This design comes from an exercise in tuning for small area, a short achievable clock period and few clock cycles on the open sky130 flow, not from production work. In this exercise RTL edits were held to simulation tests only and were not proved equivalent to the original. No activity file was given, so power comes from the tool's default toggle rates.

==> flow/design.v (excerpt) <==
module ung5_rxdec (
    input  wire        clk,
    input  wire        rst,
    input  wire        start,
    input  wire [7:0]  start_addr,
    input  wire [15:0] start_total,
    input  wire        rx_valid,
    input  wire [7:0]  rx_data,
    output wire        rx_ready,
    input  wire        tick,
    input  wire        dec_start,
    input  wire [5:0]  buf_idx,
    output wire [7:0]  buf_data,
    output wire [1:0]  rx_state,
    output wire [2:0]  rx_reason,
    output wire [6:0]  rx_len,
    output wire [3:0]  err_code,
    output wire        dec_valid,
    output wire [1:0]  dec_kind,
    output wire [1:0]  dec_why,
    output wire [1:0]  dec_class,
    output wire [7:0]  dec_addr,
    output wire [7:0]  dec_ctrl,
    output wire [7:0]  dec_length,
    output wire [7:0]  dec_opc,
    output wire [15:0] dec_crc,
    output wire        dec_etx_ok,
    output wire        dec_stop_ok,
    output wire        dec_addr_ok
);
For scale: ~1900 cells after synthesis, about 620 flip-flops, roughly 0.028 mm2 of cells after synthesis.
export LEC_CHECK = 0
export CAP_MARGIN = 20
export CORE_MARGIN = 2
export CORE_UTILIZATION = 30
export CTS_BUF_LIST = sky130_fd_sc_hd__clkbuf_4 sky130_fd_sc_hd__clkbuf_8
export PLACE_DENSITY = 0.5
export SETUP_SLACK_MARGIN = 2.5
export SLEW_MARGIN = 20
export SYNTH_HIERARCHICAL = 1
create_clock -name core_clock -period 7.5 [get_ports {clk}]
standard.sh (not shown) runs the stock make flow with config.mk's settings and CLKGATE_MAP_FILE= SYNTH_SCRIPT=/design/flow/synth_recipe.tcl, a recipe that flattens the netlist after the stock synthesis.
==> flow/flow/run.sh <==
#!/bin/bash
# The standard layout (the standard.sh: standard synthesis, floorplan,
# placement, CTS, routing), with every input and output port buffered by
# sky130_fd_sc_hd__buf_2 instead of the cell buffer_ports picks by itself,
# and clock tree synthesis without dummy loads.
# make's full output goes to flow_make.log here; ORFS keeps each step's log
# under orfs/logs/.
set -euo pipefail
export BUFFER_PORTS_ARGS="-buffer_cell sky130_fd_sc_hd__buf_2"
export CTS_ARGS="-sink_clustering_enable -repair_clock_nets -dont_use_dummy_load -buf_list {sky130_fd_sc_hd__clkbuf_4 sky130_fd_sc_hd__clkbuf_8}"
bash standard.sh > flow_make.log 2>&1
The baseline passed the timing, design-rule and antenna checks.
Testbench counts at the start, summed over its fixed seeds: cycles 28,368.
Change:
--- a/flow/flow/run.sh
+++ b/flow/flow/run.sh
@@ -8,4 +8,4 @@
 set -euo pipefail
 export BUFFER_PORTS_ARGS="-buffer_cell sky130_fd_sc_hd__buf_2"
-export CTS_ARGS="-sink_clustering_enable -repair_clock_nets -dont_use_dummy_load -buf_list {sky130_fd_sc_hd__clkbuf_4 sky130_fd_sc_hd__clkbuf_8}"
+export CTS_ARGS="-sink_clustering_enable -repair_clock_nets -dont_use_dummy_load -sink_clustering_size 24 -sink_clustering_max_diameter 60 -buf_list {sky130_fd_sc_hd__clkbuf_16}"
 bash standard.sh > flow_make.log 2>&1
Result: Wire length came out lower slightly. Clock power falls by a few percent. Cell area barely changes. Combinational power is higher by a few percent. Area after synthesis does not change. Count of clock-buffer cells in the layout falls by 54. Non-clock buffer count rose by 8.

* * *

Another version of the RTL of ung5_rxdec (not shown whole).
Size in the first run: ~1800 cells after synthesis, about 610 flip-flops, about 130 I/O pins, roughly 27000 um^2 of cells after synthesis.
Design ung5_rxdec, start of the top module:
module ung5_rxdec (
    input  wire        clk,
    input  wire        rst,
    input  wire        start,
    input  wire [7:0]  start_addr,
    input  wire [15:0] start_total,
    input  wire        rx_valid,
    input  wire [7:0]  rx_data,
    output wire        rx_ready,
    input  wire        tick,
    input  wire        dec_start,
    input  wire [5:0]  buf_idx,
    output wire [7:0]  buf_data,
    output wire [1:0]  rx_state,
    output wire [2:0]  rx_reason,
    output wire [6:0]  rx_len,
    output wire [3:0]  err_code,
    output wire        dec_valid,
    output wire [1:0]  dec_kind,
    output wire [1:0]  dec_why,
    output wire [1:0]  dec_class,
    output wire [7:0]  dec_addr,
    output wire [7:0]  dec_ctrl,
    output wire [7:0]  dec_length,
    output wire [7:0]  dec_opc,
    output wire [15:0] dec_crc,
    output wire        dec_etx_ok,
    output wire        dec_stop_ok,
    output wire        dec_addr_ok
);
    wire [31:0] head, tail;
    wire [15:0] crc;
    wire        start_ok, last_fa;
    wire        dec_we;
    wire [3:0]  dec_err;
    ung5_rx u_rx (
        .clk(clk), .rst(rst),
        .start(start), .start_addr(start_addr), .start_total(start_total),
        .rx_valid(rx_valid), .rx_data(rx_data), .tick(tick),
        .buf_idx(buf_idx), .buf_data(buf_data),
  ...
export LEC_CHECK = 0
export CAP_MARGIN = 20
export CORE_MARGIN = 2
export CORE_UTILIZATION = 30
export CTS_BUF_LIST = sky130_fd_sc_hd__clkbuf_4 sky130_fd_sc_hd__clkbuf_8
export PLACE_DENSITY = 0.5
export SETUP_SLACK_MARGIN = 2.5
export SLEW_MARGIN = 20
export SYNTH_HIERARCHICAL = 1
create_clock -name core_clock -period 7.5 [get_ports {clk}]
==> flow/flow/run.sh <==
#!/bin/bash
# The standard layout (the standard.sh: standard synthesis, floorplan,
# placement, CTS, routing), with every input and output port buffered by
# sky130_fd_sc_hd__buf_2 instead of the cell buffer_ports picks by itself,
# and clock tree synthesis without dummy loads.
# make's full output goes to flow_make.log here; ORFS keeps each step's log
# under orfs/logs/.
set -euo pipefail
export BUFFER_PORTS_ARGS="-buffer_cell sky130_fd_sc_hd__buf_2"
export CTS_ARGS="-sink_clustering_enable -repair_clock_nets -dont_use_dummy_load -sink_clustering_size 24 -sink_clustering_max_diameter 60 -buf_list {sky130_fd_sc_hd__clkbuf_16}"
bash standard.sh > flow_make.log 2>&1
Testbench counts at the start, summed over its fixed seeds: cycles 27,745.
Edit:
--- a/flow/flow/run.sh
+++ b/flow/flow/run.sh
@@ -10 +10 @@
-export CTS_ARGS="-sink_clustering_enable -repair_clock_nets -dont_use_dummy_load -sink_clustering_size 24 -sink_clustering_max_diameter 60 -buf_list {sky130_fd_sc_hd__clkbuf_16}"
+export CTS_ARGS="-sink_clustering_enable -repair_clock_nets -dont_use_dummy_load -buf_list {sky130_fd_sc_hd__clkbuf_4 sky130_fd_sc_hd__clkbuf_8}"
After rerunning: The new run produced a clean layout. Die area does not change. Utilization came out higher by 0.53 points. Sequential share of layout area came out lower by 0.86 points. Worst setup slack improved by 0.069 ns. Clock power came out higher by about 15%. Total power came out higher by about 5%. Global-route usage came out higher by 0.31 points. Routed wire length came out higher by about 1.3%. Sequential cell count is unchanged. Final cell count came out higher by 1.9%. Worst hold slack got worse by 0.039 ns.
Edit:
--- a/flow/flow/run.sh
+++ b/flow/flow/run.sh
@@ -10 +10 @@
-export CTS_ARGS="-sink_clustering_enable -repair_clock_nets -dont_use_dummy_load -buf_list {sky130_fd_sc_hd__clkbuf_4 sky130_fd_sc_hd__clkbuf_8}"
+export CTS_ARGS="-sink_clustering_enable -repair_clock_nets -dont_use_dummy_load -sink_clustering_size 16 -sink_clustering_max_diameter 50 -buf_list {sky130_fd_sc_hd__clkbuf_8}"
SETUP_SLACK_MARGIN = 2.7   (was 2.5)
The changed run passed the timing, design-rule and antenna checks; global-route usage increases by 0.40 points; count of clock-buffer cells in the layout shrinks by 39; final cell count went down by 0.54%; design area is about the same; sequential cell count stays the same; clock power went down by 24%; routed wire length is higher by 1.8%; setup slack got worse by 0.033 ns.

-- afterwards: timing with drivers on the ports --
The results above use ideal ports. As a check the final layouts listed here were re-extracted and re-timed, cells and wires unchanged.
Step 1: set_driving_cell puts a clkbuf_16 on clk and a buf_2 on each other input, an assumption about the parent block.
Step 2 moves the port delays by t, midway between the first and last clock arrival at a register: inputs arrive t later, outputs are due t later. That takes back most of the time a late clock gives input paths.
a / b / c = no drivers / after step 1 / after step 2; a / b = the first two.
| run | shift t [ns] | slack for setup (ns) | worst register clock-pin slew, ns |
|---|---|---|---|
| the first run of note 1 | 0.737 | 2.498 / 2.392 / 2.392 | 0.07 / 0.07 |
| the second run of note 1 | 0.679 | 2.493 / 2.362 / 2.362 | 0.09 / 0.09 |
| the first run of note 2 | 0.630 | 2.300 / 2.103 / 2.103 | 0.09 / 0.09 |
| the second run of note 2 | 0.753 | 2.368 / 2.163 / 2.163 | 0.07 / 0.07 |
| the third run of note 2 | 0.742 | 2.335 / 2.127 / 2.127 | 0.10 / 0.10 |
After both steps every run listed still meets setup and hold. The setup slack of the third run of note 2, which loses most, moves by -0.208 ns with the drivers and by -0.208 ns with both steps.
